Context: an optimization exercise on an open-source flow, tuned for small area and a short achievable clock period. The choices shown serve that exercise and are no tape-out recipe. Only simulation tests tie the RTL to the original design; equivalence was not proved. Power figures rest on the tool's default switching activity, not on a simulated workload.

==> xenon: inputs <==
==> flow/design.v (excerpt) <==
module wwvb_core #(
    parameter signed [7:0] TZ_INIT = -8'sd5
) (
    input  wire        clk,
    input  wire        rst,
    input  wire        edge_valid,
    input  wire        edge_dir,         
    input  wire [31:0] edge_ts,          
    input  wire        bus_valid,
    input  wire        bus_we,
    input  wire [3:0]  bus_addr,
    input  wire [31:0] bus_wdata,
    output wire        bus_ready,
    output reg         bus_rvalid,
    output reg  [31:0] bus_rdata,
    output reg         rtc_wr,
    output wire [15:0] rtc_year,
    output wire [3:0]  rtc_month,
    output wire [4:0]  rtc_day,
    output wire [2:0]  rtc_wday,
    output wire [4:0]  rtc_hour,
    output wire [5:0]  rtc_minute,
    output wire [5:0]  rtc_second,
    output wire [9:0]  rtc_subsec,
    output reg         evt_valid,
    output wire [2:0]  evt_code
);
==> flow/config.mk <==
export PLATFORM = sky130hd
export DESIGN_NAME = wwvb_core
export DESIGN_NICKNAME = wwvb_core
export VERILOG_FILES = /design/flow/design.v
export SDC_FILE = /design/flow/constraint.sdc
export NUM_CORES = 4
export LEC_CHECK = 0
export CAP_MARGIN = 20
export CORE_MARGIN = 2
export CORE_UTILIZATION = 65
export PLACE_DENSITY = 0.75
export SLEW_MARGIN = 20
==> flow/constraint.sdc <==
create_clock -name core_clock -period 45.0 [get_ports {clk}]
set_input_delay 9.0000 -clock core_clock [delete_from_list [all_inputs] [get_ports {clk}]]
set_output_delay 9.0000 -clock core_clock [all_outputs]
set_load 0.01 [all_outputs]
run.sh (not shown) runs the stock make flow with config.mk's settings and CLKGATE_MAP_FILE= SYNTH_SCRIPT=/design/flow/synth_recipe.tcl, a recipe that flattens the netlist after the stock synthesis.
==> tundra: changes against xenon <==
Settings changed: CORE_UTILIZATION 65 to 40, PLACE_DENSITY 0.75 to unset.
==> juniper: changes against xenon <==
==> flow/flow/run.sh (new file) <==
#!/bin/bash
# The standard ORFS layout (standard.sh), with two changes to how the
# layout is made: the port buffers are buf_1 cells instead of the larger
# delay-buffer cells buffer_ports picks on its own, and the clock tree is
# built from clkbuf_4 cells without dummy loads. The full make output goes
# to standard.log here; ORFS keeps each step's log under orfs/logs.
set -euo pipefail
export BUFFER_PORTS_ARGS="-buffer_cell sky130_fd_sc_hd__buf_1"
export CTS_ARGS="-sink_clustering_enable -repair_clock_nets -dont_use_dummy_load -buf_list sky130_fd_sc_hd__clkbuf_4"
bash standard.sh > standard.log 2>&1
==> flow/standard.sh (new file) <==
#!/bin/bash
# synth_recipe.tcl (not shown) runs the flow's synth.tcl, then flattens the netlist and writes it again
# the make line also repeats each setting of config.mk as NAME=value (left out here)
make -C /OpenROAD-flow-scripts/flow DESIGN_CONFIG=/design/flow/config.mk WORK_HOME=/design/flow/orfs CLKGATE_MAP_FILE= SYNTH_SCRIPT=/design/flow/synth_recipe.tcl "${@:-finish}"
Settings changed: CORE_UTILIZATION 65 to 40, PLACE_DENSITY 0.75 to unset.
removed: flow/run.sh
==> results.txt <==
initial antenna violation count 2; Multi-input gate area roughly 8400 um2; outcome no timing/DRC/antenna violations; row count slightly below 70; clock network area share around 3.3%; crit-path cells clkbuf_4 -> nor2_1 -> buf_1; All-Layer GR Usage 26.4%
That was juniper.
==> results.txt <==
outcome no timing/DRC/antenna violations; Leading cell kind multi-input combinational cells; reg2reg end clk_wday[1]; Flop+latch power ~0.21 mW; clock network area share 5.45%; row count 53; Startpoint Class input port; GPL Wtd Cong between 0.9 and 1; Multi-input gate area about 8400 um2
That was xenon.
==> results.txt <==
initial antenna violation count 0; outcome no timing/DRC/antenna violations; Cells after DPL around 2.2k; antenna cells 0; syn_area_per_cell 8.41 um2; crit-path cells buf_4 -> nor2_1 -> clkdlybuf4s50_1; All-Layer GR Usage a little over a quarter; row count about 70
That was tundra.

* * *

==> run a <==
Another version of the RTL of wwvb_core (not shown whole).
Design wwvb_core, start of the top module:
module wwvb_core #(
    parameter signed [7:0] TZ_INIT = -8'sd5
) (
    input  wire        clk,
    input  wire        rst,
    input  wire        edge_valid,
    input  wire        edge_dir,         
    input  wire [31:0] edge_ts,          
    input  wire        bus_valid,
    input  wire        bus_we,
    input  wire [3:0]  bus_addr,
    input  wire [31:0] bus_wdata,
    output wire        bus_ready,
    output reg         bus_rvalid,
    output reg  [31:0] bus_rdata,
    output reg         rtc_wr,
    output wire [15:0] rtc_year,
    output wire [3:0]  rtc_month,
    output wire [4:0]  rtc_day,
    output wire [2:0]  rtc_wday,
    output wire [4:0]  rtc_hour,
    output wire [5:0]  rtc_minute,
    output wire [5:0]  rtc_second,
    output wire [9:0]  rtc_subsec,
    output reg         evt_valid,
    output wire [2:0]  evt_code
);
==> flow/config.mk <==
export PLATFORM = sky130hd
export DESIGN_NAME = wwvb_core
export DESIGN_NICKNAME = wwvb_core
export VERILOG_FILES = /design/flow/design.v
export SDC_FILE = /design/flow/constraint.sdc
export NUM_CORES = 4
export LEC_CHECK = 0
export CAP_MARGIN = 20
export CORE_MARGIN = 2
export CORE_UTILIZATION = 40
export SLEW_MARGIN = 20
==> flow/constraint.sdc <==
create_clock -name core_clock -period 45.0 [get_ports {clk}]
set_input_delay 9.0000 -clock core_clock [delete_from_list [all_inputs] [get_ports {clk}]]
set_output_delay 9.0000 -clock core_clock [all_outputs]
set_load 0.01 [all_outputs]
standard.sh (not shown) runs the stock make flow with config.mk's settings and CLKGATE_MAP_FILE= SYNTH_SCRIPT=/design/flow/synth_recipe.tcl, a recipe that flattens the netlist after the stock synthesis.
==> flow/flow/run.sh <==
#!/bin/bash
# The standard ORFS layout (standard.sh), with these changes to how the
# layout is made:
#  - synthesis maps the logic with an area-oriented ABC recipe
#    (flow/abc_map.script) in place of ORFS's delay-oriented one; it runs
#    from a copy of ORFS's scripts folder that differs only in that file,
#    so the registers and every other step are the standard ones;
#  - the port buffers are buf_1 cells instead of the larger delay-buffer
#    cells buffer_ports picks on its own;
#  - the clock tree is built from small clock buffers without dummy loads;
#  - timing repair aims for 27 ns of setup slack, which in this design only
#    the combinational bus_ready path (input to output) falls short of.
# The full make output goes to standard.log here; ORFS keeps each step's
# log under orfs/logs.
set -euo pipefail
rm -rf scripts_abc
cp -r "$FLOW_HOME/scripts" scripts_abc
cp flow/abc_map.script scripts_abc/abc_speed.script
export SCRIPTS_DIR="$PWD/scripts_abc"
export BUFFER_PORTS_ARGS="-buffer_cell sky130_fd_sc_hd__buf_1"
export CTS_ARGS="-sink_clustering_enable -repair_clock_nets -dont_use_dummy_load -buf_list sky130_fd_sc_hd__clkbuf_4 -sink_clustering_size 8 -sink_clustering_max_diameter 40"
export SETUP_SLACK_MARGIN=27
bash standard.sh > standard.log 2>&1
==> flow/flow/abc_map.script <==
strash
&get -n
&st
&syn2
&dch
&nf -a -R 1000
&st
&syn2
&dch
&nf -a -R 1000
&st
&syn2
&dch
&nf -a -R 1000
&put
topo
stime -c
==> inputs of run b, as changes to run a <==
--- a/flow/design.v
+++ b/flow/design.v
@@ -153,27 +153,26 @@
 endmodule
 module wwvb_local_hour (
     input  wire [4:0]        utc_hour,
     input  wire signed [7:0] tz,
     input  wire [1:0]        dst,
     output wire [4:0]        hour
 );
-    wire [10:0] s;
-    wwvb_add11 u_s0 (.a({6'd0, utc_hour}), .b({3'd0, ~tz[7], tz[6:0]}), .cin(dst == 2'd2), .s(s));
+    wire [10:0] s0, s;
+    wwvb_add11 u_s0 (.a({6'd0, utc_hour}), .b({3'd0, ~tz[7], tz[6:0]}), .cin(dst == 2'd2), .s(s0));
+    wwvb_add11 u_s1 (.a(s0), .b(11'd16), .cin(1'b0), .s(s));
     wire [5:0] q = s[8:3];
     reg  [1:0] m3;
     always @* begin
         case (q)
-            6'd1, 6'd4, 6'd7, 6'd10, 6'd13, 6'd16, 6'd19, 6'd22,
-            6'd25, 6'd28, 6'd31, 6'd34, 6'd37, 6'd40, 6'd43, 6'd46,
-            6'd49, 6'd52, 6'd55, 6'd58, 6'd61: m3 = 2'd0;
-            6'd2, 6'd5, 6'd8, 6'd11, 6'd14, 6'd17, 6'd20, 6'd23,
-            6'd26, 6'd29, 6'd32, 6'd35, 6'd38, 6'd41, 6'd44, 6'd47,
-            6'd50, 6'd53, 6'd56, 6'd59, 6'd62: m3 = 2'd1;
-            default: m3 = 2'd2;
+            6'd0,  6'd3,  6'd6,  6'd9,  6'd12, 6'd15, 6'd18,
+            6'd21, 6'd24, 6'd27, 6'd30, 6'd33, 6'd36: m3 = 2'd0;
+            6'd1,  6'd4,  6'd7,  6'd10, 6'd13, 6'd16, 6'd19,
+            6'd22, 6'd25, 6'd28, 6'd31, 6'd34:        m3 = 2'd1;
+            default:                                  m3 = 2'd2;
         endcase
     end
     assign hour = {m3, s[2:0]};
 endmodule
 module wwvb_year (
     input  wire [7:0]  yy,
     output wire [15:0] year
@@ -228,15 +227,14 @@
     reg [2:0]  result;
     reg [7:0]  raw_minute_r;
     reg [7:0]  raw_hour_r;
     reg [10:0] raw_doy_r;
     reg [7:0]  raw_yy_r;
     reg [1:0]  raw_dst_r;
     reg        raw_leap_r;
-    reg        raw_valid;        
     reg [7:0]  snap_yy;          
     reg [3:0]  snap_month;
     reg [4:0]  snap_day;
     reg [2:0]  snap_wday;
     reg [3:0]  rd_addr;
     assign bus_ready = !rst && !edge_valid;
     wire do_edge = !rst && edge_valid;
@@ -330,60 +328,53 @@
     wire [4:0] clk_hour = synced ? local_hour : 5'd0;
     always @* begin
         case (rd_addr)
             4'h0: bus_rdata = {synced, 5'b0, clk_dst, 3'b0, utc_hour, 3'b0, clk_hour, 2'b0, clk_minute};
             4'h1: bus_rdata = {4'b0, snap_wday, snap_day, snap_month, snap_year};
             4'h2: bus_rdata = {{24{tz[7]}}, tz};
             4'h3: bus_rdata = {7'b0, have_edge, 5'b0, result, 1'b0, bit_len, 2'b0, sec_cnt};
-            4'h4: bus_rdata = raw_valid ? {3'b0, raw_leap_r, 2'b0, raw_dst_r, raw_yy_r, raw_hour_r, raw_minute_r} : 32'd0;
-            4'h5: bus_rdata = raw_valid ? {21'b0, raw_doy_r} : 32'd0;
+            4'h4: bus_rdata = {3'b0, raw_leap_r, 2'b0, raw_dst_r, raw_yy_r, raw_hour_r, raw_minute_r};
+            4'h5: bus_rdata = {21'b0, raw_doy_r};
             4'h6: bus_rdata = bitseq[31:0];
             4'h7: bus_rdata = bitseq[63:32];
             4'h8: bus_rdata = 32'hFFFF_FFFB;    
             4'h9: bus_rdata = 32'hFFFF_FFFA;    
             4'hA: bus_rdata = 32'hFFFF_FFF9;    
             4'hB: bus_rdata = 32'hFFFF_FFF8;    
             4'hC: bus_rdata = 32'hFFFF_FFF7;    
             4'hD: bus_rdata = 32'hFFFF_FFF6;    
-            4'hE: bus_rdata = have_edge ? last_edge_time : 32'd0;
+            4'hE: bus_rdata = last_edge_time;
             default: bus_rdata = 32'h0;
         endcase
     end
-    always @(posedge clk) begin
+    always @(posedge clk)
         rd_addr <= bus_addr;
-        if (do_edge)
-            last_edge_time <= edge_ts;
-    end
-    always @(posedge clk) begin
-        if (!rst && frame_done && !dec_incomplete) begin
-            raw_minute_r <= dec_raw_minute;
-            raw_hour_r   <= dec_raw_hour;
-            raw_doy_r    <= dec_raw_doy;
-            raw_yy_r     <= dec_raw_yy;
-            raw_dst_r    <= dec_raw_dst;
-            raw_leap_r   <= dec_raw_leap;
-        end
-    end
     always @(posedge clk) begin
         if (rst) begin
+            last_edge_time <= 32'd0;
             have_edge      <= 1'b0;
             bitseq         <= 64'd0;
             bit_len        <= 7'd0;
             sec_cnt        <= 6'd0;
             tz             <= TZ_INIT;
             clk_yy         <= 8'd0;
             clk_month      <= 4'd1;
             clk_day        <= 5'd1;
             clk_wday       <= 3'd5;
             clk_minute     <= 6'd0;
             clk_dst        <= 2'd0;
             utc_hour       <= 5'd0;
             synced         <= 1'b0;
             result         <= RES_NONE;
-            raw_valid      <= 1'b0;
+            raw_minute_r   <= 8'd0;
+            raw_hour_r     <= 8'd0;
+            raw_doy_r      <= 11'd0;
+            raw_yy_r       <= 8'd0;
+            raw_dst_r      <= 2'd0;
+            raw_leap_r     <= 1'b0;
             snap_yy        <= 8'd0;
             snap_month     <= 4'd1;
             snap_day       <= 5'd1;
             snap_wday      <= 3'd5;
             bus_rvalid     <= 1'b0;
             rtc_wr         <= 1'b0;
             evt_valid      <= 1'b0;
@@ -393,31 +384,39 @@
             evt_valid  <= frame_done;
             if (do_rd && bus_addr == 4'h0) begin
                 snap_yy  <= clk_yy;
                 snap_month <= clk_month;
                 snap_day   <= clk_day;
                 snap_wday  <= clk_wday;
             end
-            if (do_edge)
-                have_edge <= 1'b1;
+            if (do_edge) begin
+                last_edge_time <= edge_ts;
+                have_edge      <= 1'b1;
+            end
             if (append_bit) begin
                 if (!bit_len[6] && is_bit1)
                     bitseq[bit_len[5:0]] <= 1'b1;
                 if (bit_len != 7'd127)
                     bit_len <= bit_len_inc;
             end
             if (marker)
                 sec_cnt <= sec_cnt_inc;
             if (frame_done) begin
                 bitseq  <= 64'd0;
                 bit_len <= 7'd0;
                 sec_cnt <= 6'd0;
                 result  <= dec_result;
-                if (!dec_incomplete)
-                    raw_valid <= 1'b1;
+                if (!dec_incomplete) begin
+                    raw_minute_r <= dec_raw_minute;
+                    raw_hour_r   <= dec_raw_hour;
+                    raw_doy_r    <= dec_raw_doy;
+                    raw_yy_r     <= dec_raw_yy;
+                    raw_dst_r    <= dec_raw_dst;
+                    raw_leap_r   <= dec_raw_leap;
+                end
                 if (decode_ok) begin
                     clk_yy     <= dec_raw_yy;
                     clk_month  <= dec_month;
                     clk_day    <= dec_day;
                     clk_wday   <= dec_wday;
                     clk_minute <= dec_raw_minute[5:0];
                     clk_dst    <= dec_raw_dst;
==> flow/flow/run.sh (replaced) <==
#!/bin/bash
# The standard ORFS layout (standard.sh), with these changes to how the
# layout is made:
#  - synthesis maps the logic with an area-oriented ABC recipe
#    (flow/abc_map.script) in place of ORFS's delay-oriented one; it runs
#    from a copy of ORFS's scripts folder that differs only in that file,
#    so the registers and every other step are the standard ones;
#  - the port buffers are buf_1 cells instead of the larger delay-buffer
#    cells buffer_ports picks on its own;
#  - the clock tree is built from small clock buffers without dummy loads.
# The full make output goes to standard.log here; ORFS keeps each step's
# log under orfs/logs.
set -euo pipefail
rm -rf scripts_abc
cp -r "$FLOW_HOME/scripts" scripts_abc
cp flow/abc_map.script scripts_abc/abc_speed.script
export SCRIPTS_DIR="$PWD/scripts_abc"
export BUFFER_PORTS_ARGS="-buffer_cell sky130_fd_sc_hd__buf_1"
export CTS_ARGS="-sink_clustering_enable -repair_clock_nets -dont_use_dummy_load -buf_list sky130_fd_sc_hd__clkbuf_4 -sink_clustering_size 8 -sink_clustering_max_diameter 40"
bash standard.sh > standard.log 2>&1
==> inputs of run c, as changes to run a <==
==> flow/flow/run.sh (replaced) <==
#!/bin/bash
# The standard ORFS layout (standard.sh), with these changes to how the
# layout is made:
#  - synthesis maps the logic with an area-oriented ABC recipe
#    (flow/abc_map.script) in place of ORFS's delay-oriented one; it runs
#    from a copy of ORFS's scripts folder that differs only in that file,
#    so the registers and every other step are the standard ones;
#  - half-adder cells are left out (added to DONT_USE_CELLS): Yosys's
#    extract_fa then maps only full adders, and the half adders it would
#    have made, with the inverters around them, are left to ABC;
#  - the port buffers are buf_1 cells instead of the larger delay-buffer
#    cells buffer_ports picks on its own;
#  - the clock tree is built from small clock buffers without dummy loads;
#  - timing repair aims for 27 ns of setup slack, which in this design only
#    the combinational bus_ready path (input to output) falls short of.
# The full make output goes to standard.log here; ORFS keeps each step's
# log under orfs/logs.
set -euo pipefail
rm -rf scripts_abc
cp -r "$FLOW_HOME/scripts" scripts_abc
cp flow/abc_map.script scripts_abc/abc_speed.script
export SCRIPTS_DIR="$PWD/scripts_abc"
export BUFFER_PORTS_ARGS="-buffer_cell sky130_fd_sc_hd__buf_1"
export CTS_ARGS="-sink_clustering_enable -repair_clock_nets -dont_use_dummy_load -buf_list sky130_fd_sc_hd__clkbuf_4 -sink_clustering_size 8 -sink_clustering_max_diameter 40"
export SETUP_SLACK_MARGIN=27
# The platform's DONT_USE_CELLS and the half adders, on the make command
# line (ORFS unsets variables from the environment between its steps).
DONT_USE=$(make -C "$FLOW_HOME" DESIGN_CONFIG="$PWD/config.mk" WORK_HOME="$PWD/orfs" \
  print-DONT_USE_CELLS 2> print_dont_use.log | sed -n 's/^DONT_USE_CELLS: //p')
[[ -n "$DONT_USE" ]]
bash standard.sh "DONT_USE_CELLS=$DONT_USE sky130_fd_sc_hd__ha_1 sky130_fd_sc_hd__ha_2 sky130_fd_sc_hd__ha_4" finish > standard.log 2>&1
==> flow/flow/abc_map.script (replaced) <==
strash
&get -n
&st
&syn2
&dch
&nf -a -p -R 1000 -F 8 -A 8 -C 32
&st
&syn2
&dch
&nf -a -p -R 1000 -F 8 -A 8 -C 32
&st
&syn2
&dch
&nf -a -p -R 1000 -F 8 -A 8 -C 32
&put
topo
stime -c
==> qor summary <==
quantity                                                            run c       run b        run a
Violation count after the first detailed-routing iteration           1385        1366         1079
Fraction of final layout cells sized beyond drive strength 1        5.51%       4.17%        4.93%
Number of flops mapped to enable cells by yosys                        70           0           70
Placed inst area                                               12900 um^2  13700 um^2   13700 um^2
Cells on worst reg2reg path                                            30          40           42
Worst hold path startpoint                                    snap_day[0]  snap_yy[7]  clk_wday[0]
Multi-input combinational cell count                                  981        1115          969
Vias post-DR                                                        10900       11700        10900
Setup slack of the critical path after layout                    26570 ps    26290 ps     26680 ps
Placed cell count                                                    1826        2016         1881
Met1 global-route usage                                             36.8%       34.4%        34.2%
Unrepaired setup endpoints after global routing                      true       false         true
Total stage count of the critical path                                  4           3            3
Worst path bufs/invs                                                    3           2            2
Area growth from synthesis to final layout                          12.5%       10.6%        11.0%
Via count of the first global-routing pass                          10100       11100        10600
Number of placement rows                                               62          65           65
Worst Path Arrival                                                9430 ps     9710 ps      9320 ps
Final Skew                                                        64.7 ps     50.2 ps      47.9 ps
Status                                   no timing/DRC/antenna violations  no timing/DRC/antenna violations  no timing/DRC/antenna violations
Overall die width                                                  176 um      182 um       182 um
Average via count per standard cell                                  5.79        5.67         5.65
Post-synthesis sequential area ratio                                43.4%       34.8%        40.6%
Die Footprint                                                  30900 um^2  33100 um^2   33000 um^2
Detailed route wirelength on metal2                               18.6 mm     19.1 mm      19.1 mm
Period minus WS final                                            18430 ps    18710 ps     18320 ps

## separate check: timing with driven ports
In the flow no input, the clock included, has a driving cell. The finished layouts below were timed again as built, in two steps.
Step 1 sets driving cells, clkbuf_16 on the clock port and buf_2 on the other inputs (assumed; they add their load-dependent delay and slew).
Step 2 adds t to the input delays and takes it off the output delays; t is the mean of the earliest and latest rising clock arrival at the registers after step 1. Input paths then give back, and output paths get back, about the clock's delay inside the block.
a / b / c = ideal / step 1 / step 2; a / b = the first two.
run	t, ns	slack for setup (ns)	worst hold slack (ns)
xenon	0.577	25.786 / 25.765 / 25.765	0.453 / 0.453 / 0.453
tundra	0.589	25.663 / 25.631 / 25.631	0.452 / 0.452 / 0.452
juniper	0.696	26.000 / 25.974 / 25.974	0.453 / 0.453 / 0.453
run a	0.697	26.680 / 26.633 / 26.633	0.460 / 0.460 / 0.460
run b	0.703	26.294 / 26.272 / 26.272	0.475 / 0.475 / 0.475
run c	0.694	26.566 / 26.525 / 26.525	0.455 / 0.455 / 0.455
After both steps every run listed still meets setup and hold. The setup slack of run a, which loses most, moves by -0.047 ns with the drivers and by -0.047 ns with both steps.
